Background: an optimization exercise with open tools, aiming at small area, a short achievable clock period and few clock cycles. Do not read the settings as production practice.
Where RTL was checked, it was by simulation tests only, not by an equivalence proof against the original.
No activity file was given, so power comes from the tool's default toggle rates.

// woled_ctrl
module woled_ctrl (
    input  wire        clk,
    input  wire        rst,
    input  wire        req_valid,
    output wire        req_ready,
    input  wire [95:0] req_desc,
    input  wire [15:0] req_len,        
    output reg         ev_valid,
    input  wire        ev_ready,
    output reg  [2:0]  ev_kind,
    output wire [15:0] ev_data,
    input  wire [1:0]  ev_fail,
    output wire [6:0]  pix_x,
    output wire [5:0]  pix_y,
    input  wire        pix_color,
    output wire [15:0] buf_idx,
    input  wire        buf_color,
    output wire [15:0] str_idx,
    input  wire [7:0]  str_byte,
    output wire [7:0]  glyph_ch,
    output wire [2:0]  glyph_row,
    input  wire [7:0]  glyph_bits
);
Size: about 190 flip-flops, ~210 I/O pins, roughly 0.015 sq mm of cells after synthesis.
==> flow/config.mk <==
export PLATFORM = sky130hd
export DESIGN_NAME = woled_ctrl
export DESIGN_NICKNAME = woled_ctrl
export VERILOG_FILES = /design/flow/design.v
export SDC_FILE = /design/flow/constraint.sdc
export NUM_CORES = 4
export LEC_CHECK = 0
export CAP_MARGIN = 20
export CORE_MARGIN = 2
export CORE_UTILIZATION = 40
export SLEW_MARGIN = 20
==> flow/constraint.sdc <==
create_clock -name core_clock -period 12.0 [get_ports {clk}]
set_input_delay 2.4000 -clock core_clock [delete_from_list [all_inputs] [get_ports {clk}]]
set_output_delay 2.4000 -clock core_clock [all_outputs]
set_load 0.01 [all_outputs]
standard.sh (not shown) runs the stock make flow with config.mk's settings and CLKGATE_MAP_FILE= SYNTH_SCRIPT=/design/flow/synth_recipe.tcl, a recipe that flattens the netlist after the stock synthesis.
==> flow/flow/run.sh <==
#!/bin/bash
# Own layout flow: the standard layout (standard synthesis, floorplan,
# placement, CTS, routing, via standard.sh) with these changes to how the
# layout is made; the SDC and the clock period are unchanged:
#  - every input and output port still gets its own buffer, but a plain
#    small buffer cell instead of the delay cell buffer_ports picks by default;
#  - CTS builds the clock tree from smaller clock buffers;
#  - the core is smaller and the placement denser, for shorter wires.
# make's output goes to flow_standard.log; each ORFS step logs under orfs/logs.
set -euo pipefail
MARGIN=${MARGIN:-8}
PORTBUF=${PORTBUF:-sky130_fd_sc_hd__buf_1}
CTSBUF=${CTSBUF:-sky130_fd_sc_hd__clkbuf_8}
bash standard.sh SETUP_SLACK_MARGIN=$MARGIN "BUFFER_PORTS_ARGS=-buffer_cell $PORTBUF" \
  CTS_BUF_LIST=$CTSBUF CORE_UTILIZATION=${UTIL:-60} PLACE_DENSITY=${DENS:-0.75} finish > flow_standard.log 2>&1
The baseline went through all stages and came out clean.
Edit:
--- a/flow/design.v
+++ b/flow/design.v
@@ -131,14 +131,14 @@
     assign pix_x     = col;
     assign pix_y     = {page, off};
     assign buf_idx   = bi[15:0];
     assign str_idx   = {3'd0, ti};
     assign glyph_ch  = ch;
     assign glyph_row = off;
-    reg  [7:0]  tcol;               
-    wire        gpix = |(glyph_bits & tcol);   
+    wire [2:0]  tc   = col[2:0] - rx[2:0];
+    wire        gpix = glyph_bits[tc];   
     wire        pix  = is_txt ? gpix : (is_sfb ? buf_color : pix_color);
     wire        fnow = (is_sfb || is_txt) && (unal || (is_sfb && ({1'b0, bi} >= {2'b00, rlen})));
     reg  [7:0]  byte_now;
     always @(*) begin
         byte_now = sr;
         byte_now[off] = pix;
@@ -162,13 +162,12 @@
     wire [16:0] bnx  = (!bneg && (bs[19:17] != 3'd0)) ? 17'h1ffff : bs[16:0];
     always @(posedge clk) begin
         if (rst) begin
             prun <= 1'b0;
             pgb  <= 1'b0;
         end else if (pstart) begin
-            tcol    <= 8'd1;
             col     <= rx[6:0];
             page    <= ry[5:3];
             off     <= 3'd0;
             dir     <= 1'b0;
             col_end <= is_clr;
             bi      <= 17'd0;
@@ -194,13 +193,12 @@
                         off     <= 3'd0;
                         pgb     <= 1'b1;
                         bi      <= bnx;
                     end
                 end else begin
                     col     <= col + 7'd1;
-                    tcol    <= {tcol[6:0], tcol[7]};
                     dir     <= ~dir;
                     col_end <= is_clr;
                     bi      <= bnx;
                 end
             end else begin
                 off     <= dir ? off - 3'd1 : off + 3'd1;
Result: Non-clock buffer count is lower by 2. Wire length is lower by 3.3%. Design area went down by 4.5%. Sequential power climbs by about 5%. Register-to-register slack stays flat. Setup slack is better by 0.012 ns. Count of clock-buffer cells in the layout stays the same. Die area fell by 4.3%. Global-route usage grows by 1.2 points. Worst hold slack gets better by 0.024 ns.
Testbench counts after the change, summed over its fixed seeds: cycles 340,745.
No functional check of the RTL was part of the first run of this note.

==> re-timing with driven ports <==
Ports are ideal in the flow. The routed layouts listed here were re-timed in OpenROAD. Step 1: set_driving_cell puts a clkbuf_16 on clk and a buf_2 on each other input, an assumption about the parent block. Step 2 also shifts input and output timing later by t, the mid clock arrival at the registers, as if the neighbouring blocks saw the same clock. Three values: ideal, step 1, step 2; two values: the first two.
| run | t (ns) | setup WS [ns] | worst setup path after step 2 | latest minus earliest clock arrival (ns) |
|---|---|---|---|---|
| the first run | 0.536 | 8.123 / 8.076 / 7.612 | input to register | 0.020 / 0.019 |
| the second run | 0.530 | 8.135 / 8.090 / 7.630 | input to register | 0.023 / 0.023 |
After both steps setup and hold are still met in every run listed. For the first run, which loses most, drivers alone change the setup slack by -0.047 ns; drivers and shift together by -0.511 ns.
